What follows belongs to an exercise in optimizing a design on an open flow for small area, a short achievable clock period and few clock cycles per item; a production flow would make more cautious choices.
The RTL was checked by simulation tests, not by an equivalence proof against the original design.
Power is estimated from default activity; no workload was simulated.

==> flow/design.v, too long to show whole: its modules and the start of the top module <==
// module bope_geom: 336 lines
// module booth_enc: 19 lines
// module mul_cs: 618 lines
module bope_geom (
    input  wire        clk,
    input  wire        rst,         
    input  wire        in_valid,
    output wire        in_ready,
    input  wire [1:0]  in_op,       
    input  wire [31:0] in_arg0,     
    input  wire [31:0] in_arg1,     
    input  wire [31:0] in_arg2,     
    input  wire [31:0] in_arg3,     
    input  wire [31:0] in_arg4,     
    output reg         out_valid,
    input  wire        out_ready,
    output reg  [3:0]  out_err,
    output wire [31:0] out_res0,
    output wire [31:0] out_res1,
    output wire [31:0] out_res2
);
  // ...
==> flow/flow/run.sh <==
#!/bin/bash
# The standard layout, with plain buf_1 cells as the port buffers
# instead of the delay cells buffer_ports picks on its own, and repair_timing
# (after CTS and after global routing) aiming well past the 0-slack mark.
set -o pipefail
export BUFFER_PORTS_ARGS="-buffer_cell sky130_fd_sc_hd__buf_1"
export SETUP_SLACK_MARGIN=16.5
bash standard.sh > standard.log 2>&1
==> flow/standard.sh <==
#!/bin/bash
# synth_recipe.tcl (not shown) runs the flow's synth.tcl, then flattens the netlist and writes it again
# the make line also repeats each setting of config.mk as NAME=value (left out here)
make -C /OpenROAD-flow-scripts/flow DESIGN_CONFIG=/design/flow/config.mk WORK_HOME=/design/flow/orfs CLKGATE_MAP_FILE= SYNTH_SCRIPT=/design/flow/synth_recipe.tcl "${@:-finish}"
==> flow/config.mk <==
export PLATFORM = sky130hd
export DESIGN_NAME = bope_geom
export DESIGN_NICKNAME = bope_geom
export VERILOG_FILES = /design/flow/design.v
export SDC_FILE = /design/flow/constraint.sdc
export NUM_CORES = 4
export LEC_CHECK = 0
export CAP_MARGIN = 20
export CORE_MARGIN = 2
export CORE_UTILIZATION = 40
export CTS_CLUSTER_DIAMETER = 120
export CTS_CLUSTER_SIZE = 24
export SLEW_MARGIN = 20
==> flow/constraint.sdc <==
create_clock -name core_clock -period 22.0 [get_ports {clk}]
set_input_delay 4.4000 -clock core_clock [delete_from_list [all_inputs] [get_ports {clk}]]
set_output_delay 4.4000 -clock core_clock [all_outputs]
set_load 0.01 [all_outputs]
==> out/results.tsv, run 1 <==
metric	value	unit
status	complete, no violations	
crit path to	out_res0[25]	
# port buffers	241	
Tapcell Cnt	1050	
Critical Path Start	o_res0[25]$_DFFE_PP_	
switching share of power	45.51	%
metal3 WL	4398	um
placed cell areas	0.03349	sq mm
Clk power	0.447	mW
Post-synth EDFFs	346	
DR WL/cell	18.82	um
fraction of area in multi-input gates	51.62	%
setup_tns	0	ns
Top delay family on crit path	flip-flops	
Non-CTS buffers	280	
Final Util	43.55	%
Crit Path Max Fanout	1	
Place WS	16.14	ns
complex-gate fraction of the synthesized area	11.95	%
Synth Instances	2878	
Power Density	161.5	mW/mm^2
fillers	7558	
cell area after synthesis	0.03165	sq mm
Largest cell class	multi-input combinational cells	
CTS Buf Count	22	
Top pwr grp	combinational cells	
Placed Instances	4049	
XOR/XNOR Fraction of Synth Area	7.305	%
Multi-In Gates	1940	
Peak Freq	179.6	MHz
reg-to-reg setup timing slack	16.80	ns
GRT Overall Usage	18.86	%
clk_skew	0.01789	ns
Comb pwr share	65.2	%
Final Hold Viols	0	
Hold Path Cell Cnt	0	
clock latency on the worst-skew pair	0.58	ns
register area share after synthesis	37.89	%
Adder-Cell Fraction of Synth Area	23.72	%
crit-path cells	clkbuf_2	
vias post-DR	21340	
gp weighted congestion	0.8531	
Multi-input gate area	0.01767	sq mm
Ys Warns	1	
Testbench counts, summed over its fixed seeds: cycles 24,032, items 24,000.
==> run 2: changes to the inputs <==
--- a/flow/config.mk
+++ b/flow/config.mk
@@ -9,5 +9,6 @@
 export CORE_MARGIN = 2
-export CORE_UTILIZATION = 40
+export CORE_UTILIZATION = 55
 export CTS_CLUSTER_DIAMETER = 120
 export CTS_CLUSTER_SIZE = 24
+export PLACE_DENSITY = 0.68
 export SLEW_MARGIN = 20
==> out/results.tsv, run 2 <==
metric	value	unit	change
clk slew on worst S/H paths	0.09	ns	was 0.10 ns
Seq cells post-synth	426		unchanged
Slew @ Worst Pin	1.188	ns	was 1.233 ns
Die Y	243.9	um	was 285.3 um
Post-synth ARST share	0	%	unchanged
Synth area leaders	edfxtp_1 33%, fa_1 15%, ha_1 8.2%, dfxtp_1 5.1%, a22oi_1 4.2%		unchanged
cell area after synthesis	0.03165	sq mm	unchanged
Top delay family on crit path	flip-flops		unchanged
CTS Sinks	426		unchanged
Worst EP arrival	1.14	ns	was 1.17 ns
ys flop type	edfxtp_1		unchanged
clk_skew	0.02428	ns	was 0.01789 ns
Power Density	162.3	mW/mm^2	was 161.5 mW/mm^2
Req. time, crit path	17.60	ns	about the same
Slew Viols, Final	0		unchanged
Max clock buf depth	3		unchanged
setup_tns	0	ns	unchanged
Final HPWL DP	54300	um	was 56,520 um
Synth top area share	32.83	%	unchanged
Tcrit/Tclk final	25.19	%	was 25.31%
Tmin final	5.543	ns	was 5.568 ns
WHS Endpoint	t_err[0]$_DFFE_PN_		was t_err[3]$_DFFE_PN_
Crit Path Max Fanout	1		unchanged
# port buffers	241		unchanged
vias post-DR	21810		was 21,340
slowest CP cell	edfxtp_1		unchanged
clock latency on the worst-skew pair	0.58	ns	about the same
I/O pin count	268		unchanged
critical path depth	1		unchanged
total power draw	5.495	mW	was 5.530 mW
Non-Filler Instances	3787		was 4,085
vias in the first global route	21980		was 21,650
Core Box Area	0.05660	sq mm	was 0.07861 sq mm
Post-synth EDFFs	346		unchanged
Worst setup SP type	register		unchanged
DR WL/cell	19.53	um	was 18.82 um
site row count	87		was 103
TritonCTS clock tree	built		unchanged
GRT Overall Usage	24.75	%	was 18.86%
syn avg cell area	11.00	sq um	unchanged
hold crit path type	reg -> reg		unchanged
Initial Util	55.92	%	was 40.26%
Final ANT Viol Nets	0		unchanged
FF-to-FF Start	q_op[1]$_DFFE_PN_		was q_op[0]$_DFFE_PN_
fin nets	3640		was 3,643
Synth Instances	2878		unchanged
GR Overflow Total	0		unchanged
leakage power	14.10	nW	was 14.17 nW
Final Hold Viols	0		unchanged
Worst Path Buf+Inv	1		unchanged
clk root buf	clkbuf_16		unchanged
r2r endpoint	r_m[20]$_DFFE_PN_		was r_m[19]$_DFFE_PN_
layout cell share with drive strength beyond 1	6.302	%	was 7.051%
Die X	243.9	um	was 285.3 um
Hold Path Cell Cnt	0		unchanged
H-tree levels	1		unchanged
Area Growth Syn to Fin	6.953	%	was 8.167%
Placed Instances	3750		was 4,049
initial drt markers	1834		was 1,421
most frequent cells after synthesis	346 x edfxtp_1, 346 x inv_1, 245 x fa_1		unchanged
ant diodes	0		unchanged
largest net degree at the start of global routing	96		unchanged
Max VDD drop	0.1188	mV	was 0.1491 mV
Hold Startpoint	r_err[0]$_DFFE_PN_		was r_err[3]$_DFFE_PN_
crit-path cells	clkbuf_2		unchanged
top flop regs	t_pc x34, t_ps x34		unchanged
R2R cell count	17		unchanged
Distinct cells, synth	79		unchanged
status	complete, no violations		unchanged
DRC Markers	0		unchanged
global-route wire length before repair	118100	um	was 122,500 um
Ys Warns	1		unchanged
CP max stage delay	0.43	ns	was 0.44 ns
most frequent cells in the layout	346 x inv_1, 346 x edfxtp_1, 245 x fa_1, 208 x ha_1, 195 x buf_1		was 346 x inv_1, 346 x edfxtp_1, 245 x fa_1, 208 x ha_1, 176 x buf_1
unrepaired setup endpoints after global routing	yes		unchanged
Peak Freq	180.4	MHz	was 179.6 MHz
final setup violating endpoints	0		unchanged
CP Class	reg -> out		unchanged
reg-to-reg setup timing slack	16.72	ns	was 16.80 ns
TritonRoute pass-1 iters	6		was 5
post-cts hold buffer count	0		unchanged
area leader, netlist	edfxtp_1		unchanged
gp weighted congestion	0.8743		was 0.8531
Critical Path End Type	primary output		unchanged
max_cap viols	0		unchanged
Vias/cell	5.759		was 5.224
initial antenna violation count	0		was 3
Rel. slew slack	20.78	%	was 17.82%
die area	0.05948	sq mm	was 0.08140 sq mm
CTS Buf Count	21		was 22
WL final	73970	um	was 76,890 um
register area share after synthesis	37.89	%	unchanged
==> run 2: cell types whose count changed in the layout (fill, tap and decap cells not counted), moves of 2 or more <==
| cell | before | now |
|---|---|---|
| clkbuf_2 | 59 | 41 |
| buf_4 | 39 | 34 |
| buf_16 | 0 | 2 |
| clkbuf_1 | 7 | 9 |
| buf_1 | 176 | 195 |
==> run 2: where the power goes <==
group	switching (mW)	internal (mW)	leakage [nW]
clock network	0.243	0.191	0.290
registers	0.0995	1.37	4.55
logic	2.15	1.44	9.26
==> run 2: logic make-up (layout without fill, tap and decap cells) <==
group,after synthesis,in the layout,synth area share (%)
AND/OR/NAND/NOR,550,550,8.815
other,1,26,0.01185
buffers and inverters,537,665,6.752
AO/OA/AOI/OAI,559,559,11.95
multiplexers,88,88,3.566
flip-flops,426,426,37.89
XOR/XNOR,264,264,7.305
adder cells (fa/ha/maj),453,453,23.72
==> run 2: how the worst max path moves through the flow <==
stage	start	endpoint
after floorplan	out_ready	rdy$_SDFF_PP1_
after detailed placement	out_ready	rdy$_SDFF_PP1_
after global routing	o_res0[0]$_DFFE_PP_	out_res0[0]
final	o_res0[17]$_DFFE_PP_	out_res0[17]
after global placement	out_ready	rdy$_SDFF_PP1_
after CTS	o_res0[0]$_DFFE_PP_	out_res0[0]
==> run 2: per-layer routing <==
layer | global-route usage, % | vias up | share of wire (%)
met2 | 39.81 | 928 | 47
met4 | 7.640 | 0 | 2.9
met5 | 0 | - | 0
met3 | 3.283 | 163 | 7.7
li1 | - | 10180 | -
met1 | 35.05 | 10540 | 43
==> run 2: final cells by class <==
class                   count  area, sq um
repair buffers            278         1287
flip-flops and latches    426        12000
inverters                 354         1336
multi-input cells        1940        17680
clock inverters             3        42.54
clock buffers              30        559.3
well taps                 756        945.9
fillers                  4776        22750
==> run 2: repair_timing <==
item / CTS / global route
cloned: 0 / 0
gates resized for setup: 7 / 45
setup buffers: 0 / 2
endpoints found under the setup margin: 31 / 58
==> run 2: worst reg2reg max path, stage by stage (launching register included) <==
cell and delay (ns):
edfxtp_1 0.43, inv_1 0.10, ha_1 0.46, nor2_4 0.17, and2_1 0.22, fa_1 0.51, fa_1 0.52, fa_1 0.49
ha_1 0.36, a21oi_1 0.21, o22ai_1 0.15, o41ai_2 0.36, o211a_1 0.26, a21oi_1 0.10, a41o_1 0.25, nor2_1 0.15
a22oi_1 0.12, xnor2_1 0.14
==> run 2: through the flow <==
step | setup WS (ns) | cell area (sq um) | util, % | hold slack (ns)
floorplan | 16.48 | 31750 | - | 0.4003
global placement | 16.23 | 33080 | 58.44 | 0.4058
detailed placement | 16.19 | 33110 | 58.50 | 0.4075
CTS | 16.42 | 33720 | 59.58 | 0.4464
global route | 16.42 | 33850 | 59.81 | 0.4385
finish | 16.46 | 33850 | 59.81 | 0.4344
==> module bope_geom, before the edit <==
module bope_geom (
    input  wire        clk,
    input  wire        rst,         
    input  wire        in_valid,
    output wire        in_ready,
    input  wire [1:0]  in_op,       
    input  wire [31:0] in_arg0,     
    input  wire [31:0] in_arg1,     
    input  wire [31:0] in_arg2,     
    input  wire [31:0] in_arg3,     
    input  wire [31:0] in_arg4,     
    output reg         out_valid,
    input  wire        out_ready,
    output reg  [3:0]  out_err,
    output wire [31:0] out_res0,
    output wire [31:0] out_res1,
    output wire [31:0] out_res2
);
    localparam OP_VALIDATE  = 2'd0;
    localparam OP_GEOM      = 2'd1;
    localparam OP_PIXADDR   = 2'd2;
    localparam OP_BYTEXFORM = 2'd3;
    localparam ERR_NONE        = 4'd0;
    localparam ERR_INVALID_FMT = 4'd1;
    localparam ERR_UNSUPPORTED = 4'd5;
    localparam ERR_CONTRACT    = 4'd7;
    localparam ERR_ILLEGAL     = 4'd8;
    reg  k_v;                        
    wire adv = !k_v;                 
    assign in_ready = rdy;
    reg         q_v;
    reg  [1:0]  q_op;
    reg  [21:0] q_a0;                
    reg         q_bad;               
    reg         q_pad8, q_pad16, q_pad32;
    reg  [15:0] q_w, q_h;
    reg  [15:0] q_x, q_y;
    reg         q_xhi, q_yhi;        
    reg  [5:0]  q_k;
    reg         q_khi;               
    reg  [4:0]  q_d;                 
    reg         q_d32;               
    wire       in_geom = (in_op == OP_GEOM);
    wire       in_pk   = in_arg0[14];
    wire [4:0] d_in    = in_geom ? (in_pk ? 5'd1 : in_arg0[4:0]) : (in_pk ? 5'd0 : in_arg4[4:0]);
    wire       d32_in  = in_geom & ~in_pk & in_arg0[5];
    always @(posedge clk) begin
        if (rst)      q_v <= 1'b0;
        else if (adv) q_v <= in_valid;
    end
    always @(posedge clk) begin
        if (adv) begin
            q_op    <= in_op;
            q_a0    <= in_arg0[21:0];
            q_bad   <= (in_op == OP_BYTEXFORM) ? (in_arg0[31:10] != 22'd0)
                                               : ((in_arg0[23:22] != 2'd0) || (in_arg0[31:30] != 2'd0));
            q_pad8  <= (in_arg0[29:24] == 6'd8);
            q_pad16 <= (in_arg0[29:24] == 6'd16);
            q_pad32 <= (in_arg0[29:24] == 6'd32);
            q_w     <= in_arg1[15:0];
            q_h     <= in_arg1[31:16];
            q_x     <= in_arg2[15:0];
            q_xhi   <= (in_arg2[31:16] != 16'd0);
            q_y     <= in_arg3[15:0];
            q_yhi   <= (in_arg3[31:16] != 16'd0);
            q_k     <= in_arg4[5:0];
            q_khi   <= (in_arg4[31:6] != 26'd0);
            q_d     <= d_in;
            q_d32   <= d32_in;
        end
    end
    wire [5:0] f_depth  = q_a0[5:0];
    wire       f_bo_msb = q_a0[6];
    wire       f_bi_msb = q_a0[7];
    wire [5:0] f_bpp    = q_a0[13:8];
    wire [1:0] f_family = q_a0[15:14];
    wire [5:0] f_unit   = q_a0[21:16];
    wire       fmt_unsupported = f_family[1];
    wire       is_pk           = f_family[0];    
    reg [5:0] def_unit;
    always @(*) begin
        if (!is_pk)             def_unit = 6'd32;
        else if (f_bpp == 6'd1) def_unit = 6'd32;
        else if (f_bpp < 6'd8)  def_unit = 6'd8;
        else                    def_unit = f_bpp;
    end
    wire [5:0] unit_d = (f_unit == 6'd0) ? def_unit : f_unit;
    wire pad_ok     = q_pad8 | q_pad16 | q_pad32;
    wire pad_ge_bpp = (q_pad8 & (f_bpp <= 6'd8)) | (q_pad16 & (f_bpp <= 6'd16)) |
                      (q_pad32 & (f_bpp <= 6'd32));
    function validate;
        input [5:0] depth;
        input [5:0] bpp;
        input [5:0] unit;
        input       is_packed;
        reg ok_common, ok_planar, ok_packed;
        begin
            ok_common = (depth <= bpp) && (bpp <= unit) && pad_ok;
            ok_planar = (unit == 6'd8 || unit == 6'd16 || unit == 6'd32) && pad_ge_bpp;
            ok_packed = (bpp == 6'd4 && unit == 6'd8) ||
                        ((bpp == 6'd8 || bpp == 6'd16 || bpp == 6'd24 || bpp == 6'd32) &&
                         unit == bpp);
            validate = ok_common && (is_packed ? ok_packed : ok_planar);
        end
    endfunction
    wire valid_raw = validate(f_depth, f_bpp, f_unit, is_pk);
    wire valid_def = validate(f_depth, f_bpp, unit_d, is_pk);
    wire [15:0] width  = q_w;
    wire [15:0] height = q_h;
    wire pk_b4  = f_bpp[2];
    wire pk_b24 = f_bpp[4] & f_bpp[3];
    wire pk_b8  = f_bpp[3] & ~f_bpp[4];
    wire pk_b16 = f_bpp[4] & ~f_bpp[3];
    reg [20:0] line_bits;
    always @(*) begin
        if (!is_pk)      line_bits = {5'd0, width};
        else if (pk_b4)  line_bits = {3'd0, width, 2'd0};
        else if (pk_b8)  line_bits = {2'd0, width, 3'd0};
        else if (pk_b16) line_bits = {1'd0, width, 4'd0};
        else if (pk_b24) line_bits = {1'd0, width, 4'd0};
        else             line_bits = {width, 5'd0};
    end
    wire [20:0] line_b24 = (is_pk & pk_b24) ? {2'd0, width, 3'd0} : 21'd0;
    wire        pad16 = q_pad16;
    wire        pad32 = q_pad32;
    wire [20:0] lb_up = line_bits + line_b24 + {16'd0, pad32, pad32 | pad16, 3'b111};
    wire [17:0] stride = {lb_up[20:5], lb_up[4] & ~pad32, lb_up[3] & ~(pad16 | pad32)};
    wire [15:0] px = q_x;
    wire [15:0] py = q_y;
    wire [5:0]  pk = q_k;
    wire in_bounds = !q_xhi && (px < width) && !q_yhi && (py < height);
    wire plane_ok  = !q_khi && (pk < f_depth);
    reg [1:0] fmask;
    always @(*) begin
        if (!f_bo_msb)             fmask = 2'd0;
        else if (unit_d == 6'd16)  fmask = 2'd1;
        else if (unit_d == 6'd32)  fmask = 2'd3;
        else                       fmask = 2'd0;
    end
    wire [2:0]  pl_bitpos   = f_bi_msb ? (3'd7 - px[2:0]) : px[2:0];
    wire [5:0]  pl_planebit = f_bi_msb ? (f_depth - 6'd1 - pk) : pk;
    wire        pk_hi       = (px[0] == 1'b0) == f_bo_msb;
    reg [17:0] x_bytes;
    always @(*) begin
        if (!is_pk)      x_bytes = {5'd0, px[15:5], px[4:3] ^ fmask};
        else if (pk_b4)  x_bytes = {3'd0, px[15:1]};
        else if (pk_b8)  x_bytes = {2'd0, px};
        else if (pk_b16) x_bytes = {1'd0, px, 1'b0};
        else if (pk_b24) x_bytes = add_bk18({2'd0, px}, {1'd0, px, 1'b0});
        else             x_bytes = {px, 2'd0};
    end
    wire [7:0] xb  = q_a0[7:0];
    wire [7:0] xb1 = q_a0[8] ? {xb[0], xb[1], xb[2], xb[3], xb[4], xb[5], xb[6], xb[7]} : xb;
    wire [7:0] xb2 = q_a0[9] ? {xb1[3:0], xb1[7:4]} : xb1;
    reg  [3:0]  s_err;
    reg         s_use;       
    reg  [17:0] s_c;
    reg  [5:0]  s_r1;        
    reg  [5:0]  s_r2;        
    always @(*) begin
        s_err = ERR_NONE;
        s_use = 1'b0;
        s_c   = 18'd0;
        s_r1  = 6'd0;
        s_r2  = 6'd0;
        case (q_op)
            OP_VALIDATE: begin
                if (q_bad)                s_err = ERR_ILLEGAL;
                else if (fmt_unsupported) s_err = ERR_UNSUPPORTED;
                else                      s_c   = {17'd0, valid_raw};
            end
            OP_GEOM: begin
                if (q_bad)                s_err = ERR_ILLEGAL;
                else if (fmt_unsupported) s_err = ERR_UNSUPPORTED;
                else if (!valid_def)      s_err = ERR_INVALID_FMT;
                else                      s_use = 1'b1;
            end
            OP_PIXADDR: begin
                if (q_bad)                        s_err = ERR_ILLEGAL;
                else if (fmt_unsupported)         s_err = ERR_UNSUPPORTED;
                else if (!valid_def)              s_err = ERR_INVALID_FMT;
                else if (!in_bounds)              s_err = ERR_CONTRACT;
                else if (!is_pk && !plane_ok)     s_err = ERR_CONTRACT;
                else begin
                    s_use = 1'b1;
                    s_c   = x_bytes;
                    if (!is_pk) begin
                        s_r1 = {3'b001, pl_bitpos};
                        s_r2 = pl_planebit;
                    end else if (pk_b4) begin
                        s_r1 = {3'b001, pk_hi, 2'b00};
                    end else begin
                        s_r1 = {f_bpp[5:3], 3'b000};
                    end
                end
            end
            default: begin  
                if (q_bad)                s_err = ERR_ILLEGAL;
                else                      s_c   = {10'd0, xb2};
            end
        endcase
    end
    wire [17:0] s_s = s_use ? stride : 18'd0;
    wire        op_geom = (q_op == OP_GEOM);
    wire [20:0] s_a  = q_d32 ? {height, 5'd0} : (op_geom ? 21'd0 : {5'd0, py});
    wire [20:0] s_m  = height * q_d + s_a;
    reg        v1;
    reg [3:0]  r_err;
    reg        r_geom;
    reg [17:0] r_s;
    reg [20:0] r_m;
    reg [17:0] r_c;
    reg [11:0] r_sm;         
    always @(posedge clk) begin
        if (rst)      v1 <= 1'b0;
        else if (adv) v1 <= q_v;
    end
    always @(posedge clk) begin
        if (adv) begin
            r_err  <= s_err;
            r_geom <= op_geom;
            r_s    <= s_s;
            r_m    <= s_m;
            r_c    <= s_c;
            r_sm   <= {s_r2, s_r1};
        end
    end
    wire [10:0] m_neg, m_one, m_two;
    booth_enc #(.NB(21)) u_enc (.b(r_m), .neg(m_neg), .one(m_one), .two(m_two));
    wire [33:0] ps, pc;
    mul_cs u_p (.a(r_s), .neg(m_neg), .one(m_one), .two(m_two), .c(r_c), .ps(ps), .pc(pc));
    reg        v2;
    reg [3:0]  t_err;
    reg        t_geom;
    reg [33:0] t_ps, t_pc;
    reg [17:0] t_x;          
    always @(posedge clk) begin
        if (rst)      v2 <= 1'b0;
        else if (adv) v2 <= v1;
    end
    always @(posedge clk) begin
        if (adv) begin
            t_err  <= r_err;
            t_geom <= r_geom;
            t_ps   <= ps;
            t_pc   <= pc;
            t_x    <= r_geom ? r_s : {6'd0, r_sm};
        end
    end
    wire [33:0] p = add_bk34(t_ps, t_pc);
    wire [31:0] f_res0 = t_geom ? {14'd0, t_x} : p[31:0];
    wire [31:0] f_res1 = t_geom ? p[31:0] : {21'd0, t_x[5:3], 5'd0, t_x[2:0]};
    wire [5:0]  f_res2 = t_geom ? {4'd0, p[33:32]} : t_x[11:6];
    wire out_free = !out_valid || out_ready;
    wire k_v_next = !out_free && (k_v || v2);
    reg        rdy;              
    reg [3:0]  k_err;
    reg [31:0] k_res0, k_res1;
    reg [5:0]  k_res2;
    reg [31:0] o_res0, o_res1;
    reg [5:0]  o_res2;
    always @(posedge clk) begin
        if (rst) begin
            k_v <= 1'b0;
            rdy <= 1'b1;
        end else begin
            k_v <= k_v_next;
            rdy <= !k_v_next;
        end
    end
    always @(posedge clk) begin
        if (adv) begin
            k_err  <= t_err;
            k_res0 <= f_res0;
            k_res1 <= f_res1;
            k_res2 <= f_res2;
        end
    end
    always @(posedge clk) begin
        if (rst)           out_valid <= 1'b0;
        else if (out_free) out_valid <= k_v || v2;
    end
    always @(posedge clk) begin
        if (out_free) begin
            out_err <= k_v ? k_err  : t_err;
            o_res0  <= k_v ? k_res0 : f_res0;
            o_res1  <= k_v ? k_res1 : f_res1;
            o_res2  <= k_v ? k_res2 : f_res2;
        end
    end
    assign out_res0 = o_res0;
    assign out_res1 = o_res1;
    assign out_res2 = {26'd0, o_res2};
    function [33:0] add_bk34;
        input [33:0] a;
        input [33:0] b;
        integer i, d;
        reg [33:0] g, t;
        begin
            g = a & b;
            t = a ^ b;
            for (d = 1; d < 34; d = d * 2)
                for (i = 2*d - 1; i < 34; i = i + 2*d) begin
                    g[i] = g[i] | (t[i] & g[i-d]);
                    t[i] = t[i] & t[i-d];
                end
            for (d = 16; d >= 1; d = d / 2)
                for (i = 3*d - 1; i < 34; i = i + 2*d) begin
                    g[i] = g[i] | (t[i] & g[i-d]);
                    t[i] = t[i] & t[i-d];
                end
            add_bk34 = (a ^ b) ^ {g[32:0], 1'b0};
        end
    endfunction
    function [17:0] add_bk18;
        input [17:0] a;
        input [17:0] b;
        integer i, d;
        reg [17:0] g, t;
        begin
            g = a & b;
            t = a ^ b;
            for (d = 1; d < 18; d = d * 2)
                for (i = 2*d - 1; i < 18; i = i + 2*d) begin
                    g[i] = g[i] | (t[i] & g[i-d]);
                    t[i] = t[i] & t[i-d];
                end
            for (d = 8; d >= 1; d = d / 2)
                for (i = 3*d - 1; i < 18; i = i + 2*d) begin
                    g[i] = g[i] | (t[i] & g[i-d]);
                    t[i] = t[i] & t[i-d];
                end
            add_bk18 = (a ^ b) ^ {g[16:0], 1'b0};
        end
    endfunction
endmodule
==> run 3: changes to the inputs <==
--- a/flow/design.v
+++ b/flow/design.v
@@ -28,2 +28,3 @@
     reg  k_v;                        
+    reg  rdy;                        
     wire adv = !k_v;                 
@@ -255,3 +256,2 @@
     wire k_v_next = !out_free && (k_v || v2);
-    reg        rdy;              
     reg [3:0]  k_err;
--- a/flow/config.mk
+++ b/flow/config.mk
@@ -9,6 +9,5 @@
 export CORE_MARGIN = 2
-export CORE_UTILIZATION = 55
+export CORE_UTILIZATION = 40
 export CTS_CLUSTER_DIAMETER = 120
 export CTS_CLUSTER_SIZE = 24
-export PLACE_DENSITY = 0.68
 export SLEW_MARGIN = 20
==> out/results.tsv, run 3 <==
metric	value	unit	change
Post-synth ARST share	0	%	unchanged
Hold Startpoint	r_err[3]$_DFFE_PN_		was r_err[0]$_DFFE_PN_
WHS Endpoint	t_err[3]$_DFFE_PN_		was t_err[0]$_DFFE_PN_
vias in the first global route	21650		was 21,980
I/O pin count	268		unchanged
die area	0.08140	sq mm	was 0.05948 sq mm
H-tree levels	1		unchanged
clock share of power	8.1	%	was 7.9%
Max VDD drop	0.1491	mV	was 0.1188 mV
global-route wire length before repair	122500	um	was 118,100 um
slowest CP cell	edfxtp_1		unchanged
Final Hold Viols	0		unchanged
Hold Worst Slack	0.4327	ns	was 0.4344 ns
Slew @ Worst Pin	1.233	ns	was 1.188 ns
Comb pwr share	65.2	%	was 65.3%
Worst setup SP type	register		unchanged
leakage power	14.17	nW	was 14.10 nW
Req. time, crit path	17.60	ns	about the same
clk_skew	0.01789	ns	was 0.02428 ns
P_sw	2.517	mW	was 2.492 mW
ant diodes	0		unchanged
Critical Path Start	o_res0[25]$_DFFE_PP_		was o_res0[17]$_DFFE_PP_
Power Density	161.5	mW/mm^2	was 162.3 mW/mm^2
CTS Buf Count	22		was 21
DR WL/cell	18.82	um	was 19.53 um
r2r endpoint	r_m[19]$_DFFE_PN_		was r_m[20]$_DFFE_PN_
Area Growth Syn to Fin	8.167	%	was 6.953%
area leader, netlist	edfxtp_1		unchanged
clk slew on worst S/H paths	0.10	ns	was 0.09 ns
Final ANT Viol Nets	0		unchanged
Vias/cell	5.224		was 5.759
Rel. slew slack	17.82	%	was 20.78%
Synth top area share	32.83	%	unchanged
cell area after synthesis	0.03165	sq mm	unchanged
TritonRoute pass-1 iters	5		was 6
total power draw	5.530	mW	was 5.495 mW
initial antenna violation count	3		was 0
Synth area leaders	edfxtp_1 33%, fa_1 15%, ha_1 8.2%, dfxtp_1 5.1%, a22oi_1 4.2%		unchanged
GRT Overall Usage	18.86	%	was 24.75%
Die X	285.3	um	was 243.9 um
R2R cell count	17		unchanged
hold crit path type	reg -> reg		unchanged
ys flop type	edfxtp_1		unchanged
unrepaired setup endpoints after global routing	yes		unchanged
Synth Instances	2878		unchanged
Slew Viols, Final	0		unchanged
initial drt markers	1421		was 1,834
Top delay family on crit path	flip-flops		unchanged
FF-to-FF Start	q_op[0]$_DFFE_PN_		was q_op[1]$_DFFE_PN_
Sequential Power Share	26.7	%	was 26.8%
top flop regs	t_pc x34, t_ps x34		unchanged
Peak Freq	179.6	MHz	was 180.4 MHz
Distinct cells, synth	79		unchanged
layout cell share with drive strength beyond 1	7.051	%	was 6.302%
Post-synth EDFFs	346		unchanged
syn avg cell area	11.00	sq um	unchanged
most frequent cells in the layout	346 x inv_1, 346 x edfxtp_1, 245 x fa_1, 208 x ha_1, 176 x buf_1		was 346 x inv_1, 346 x edfxtp_1, 245 x fa_1, 208 x ha_1, 195 x buf_1
TritonCTS clock tree	built		unchanged
CP Class	reg -> out		unchanged
Ys Warns	1		unchanged
clk root buf	clkbuf_16		unchanged
Worst Path Buf+Inv	1		unchanged
register area share after synthesis	37.89	%	unchanged
GR Overflow Total	0		unchanged
fin nets	3643		was 3,640
total internal power	3.013	mW	was 3.002 mW
most frequent cells after synthesis	346 x edfxtp_1, 346 x inv_1, 245 x fa_1		unchanged
Die Y	285.3	um	was 243.9 um
Crit Path Max Fanout	1		unchanged
Max clock buf depth	3		unchanged
site row count	103		was 87
vias post-DR	21340		was 21,810
Core Box Area	0.07861	sq mm	was 0.05660 sq mm
reg-to-reg setup timing slack	16.80	ns	was 16.72 ns
Critical Path End Type	primary output		unchanged
setup_tns	0	ns	unchanged
Final HPWL DP	56520	um	was 54,300 um
Tmin final	5.568	ns	was 5.543 ns
Initial Util	40.26	%	was 55.92%
status	complete, no violations		unchanged
WL final	76890	um	was 73,970 um
gp weighted congestion	0.8531		was 0.8743
final setup violating endpoints	0		unchanged
Hold Path Cell Cnt	0		unchanged
crit-path cells	clkbuf_2		unchanged
max_cap viols	0		unchanged
CTS Sinks	426		unchanged
Seq cells post-synth	426		unchanged
clock latency on the worst-skew pair	0.58	ns	about the same
CP max stage delay	0.44	ns	was 0.43 ns
# port buffers	241		unchanged
Tcrit/Tclk final	25.31	%	was 25.19%
switching share of power	45.51	%	was 45.36%
Worst EP arrival	1.17	ns	was 1.14 ns
largest net degree at the start of global routing	96		unchanged
DRC Markers	0		unchanged
==> run 3: changes by cell type in the layout (fill, tap and decap cells not counted), sizes merged <==
cell	delta
buf	-16
clkinv	+3
bufinv	-1
clkbuf	+17
inv	+1
==> run 3: area by class of cell <==
cell class | count | area (sq um)
fillers | 7558 | 44380
clock inverters | 6 | 53.80
well taps | 1050 | 1314
clock buffers | 29 | 576.8
flip-flops and latches | 426 | 12000
inverters | 354 | 1336
multi-input cells | 1940 | 17670
repair buffers | 280 | 1285
==> run 3: what timing repair did <==
item,in CTS,in global routing
cloned,0,0
resized for setup,8,64
hold buffers,0,0
pin swaps,0,0
buffers inserted,1,0
setup endpoints to repair,79,79
==> run 3: kinds of logic (layout without fill, tap and decap cells) <==
| family | count (synthesis) | count (layout) | synth area share, % |
|---|---|---|---|
| compound gates | 559 | 559 | 11.95 |
| mux | 88 | 88 | 3.566 |
| xor+xnor | 264 | 264 | 7.305 |
| flops | 426 | 426 | 37.89 |
| simple gates | 550 | 550 | 8.815 |
| fa+ha+maj | 453 | 453 | 23.72 |
| other cells | 1 | 26 | 0.01185 |
| buf+inv | 537 | 669 | 6.752 |
==> run 3: power by group through the flow <==
stage          Clock (mW)  Combinational, mW  Sequential [mW]
3_5_place_dp            0               3.61             1.50
6_report            0.447               3.61             1.47
2_1_floorplan           0               2.40             1.48
4_1_cts             0.468               3.61             1.48
3_3_place_gp            0               3.53             1.49
5_1_grt             0.493               4.16             1.50
==> run 3: per-layer routing <==
layer / up-vias / GRT usage, % / wire (um)
met2: 679 / 30.94 / 35560
li1: 10180 / - / -
met4: 0 / 3.940 / 1520
met1: 10390 / 26.93 / 35410
met3: 94 / 2.224 / 4398
met5: - / 0 / 0
==> run 3: how the worst max path moves through the flow <==
stage                           end  cells past startpoint
2_1_floorplan        rdy$_SDFF_PP1_                      2
3_5_place_dp   o_res1[29]$_DFFE_PP_                      3
6_report               out_res0[25]                      1
4_1_cts                out_res1[23]                      1
5_1_grt                out_res1[23]                      1
3_3_place_gp   o_res0[29]$_DFFE_PP_                      3
==> run 3: per-stage QoR <==
stage	area, sq um	instances	setup slack [ns]	utilization, %
floorplan	31750	2903	16.48	-
global placement	33490	4049	16.15	42.61
detailed placement	33490	4049	16.14	42.61
CTS	34140	4085	16.37	43.43
global route	34240	4085	16.38	43.55
finish	34240	4085	16.43	43.55
Testbench counts of run 3, summed over its fixed seeds: cycles 24,032, items 24,000.

afterwards: timing with drivers on the ports:
Ports are ideal in the flow. The routed layouts listed here were re-timed in OpenROAD.
Step 1 (the two cells are an assumption about what drives the block):
set clk [get_ports {clk}]
set_driving_cell -lib_cell sky130_fd_sc_hd__clkbuf_16 $clk
set_driving_cell -lib_cell sky130_fd_sc_hd__buf_2 [delete_from_list [all_inputs] $clk]
Step 2 adds t to the input delays and takes it off the output delays; t is the mean of the earliest and latest rising clock arrival at the registers after step 1. Input paths then give back, and output paths get back, about the clock's delay inside the block.
a / b / c = ideal ports / drivers / drivers and shift; a / b = the first two.
run | shift t [ns] | setup slack, ns | worst setup path after step 2 | latest minus earliest clock arrival (ns) | cell pins on the clock port's net
run 1 | 0.641 | 16.432 / 16.365 / 16.159 | input to register | 0.020 / 0.019 | 1
run 2 | 0.623 | 16.457 / 16.397 / 16.224 | input to register | 0.026 / 0.026 | 1
run 3 | 0.641 | 16.432 / 16.365 / 16.159 | input to register | 0.020 / 0.019 | 1
After both steps setup and hold are still met in every run listed.
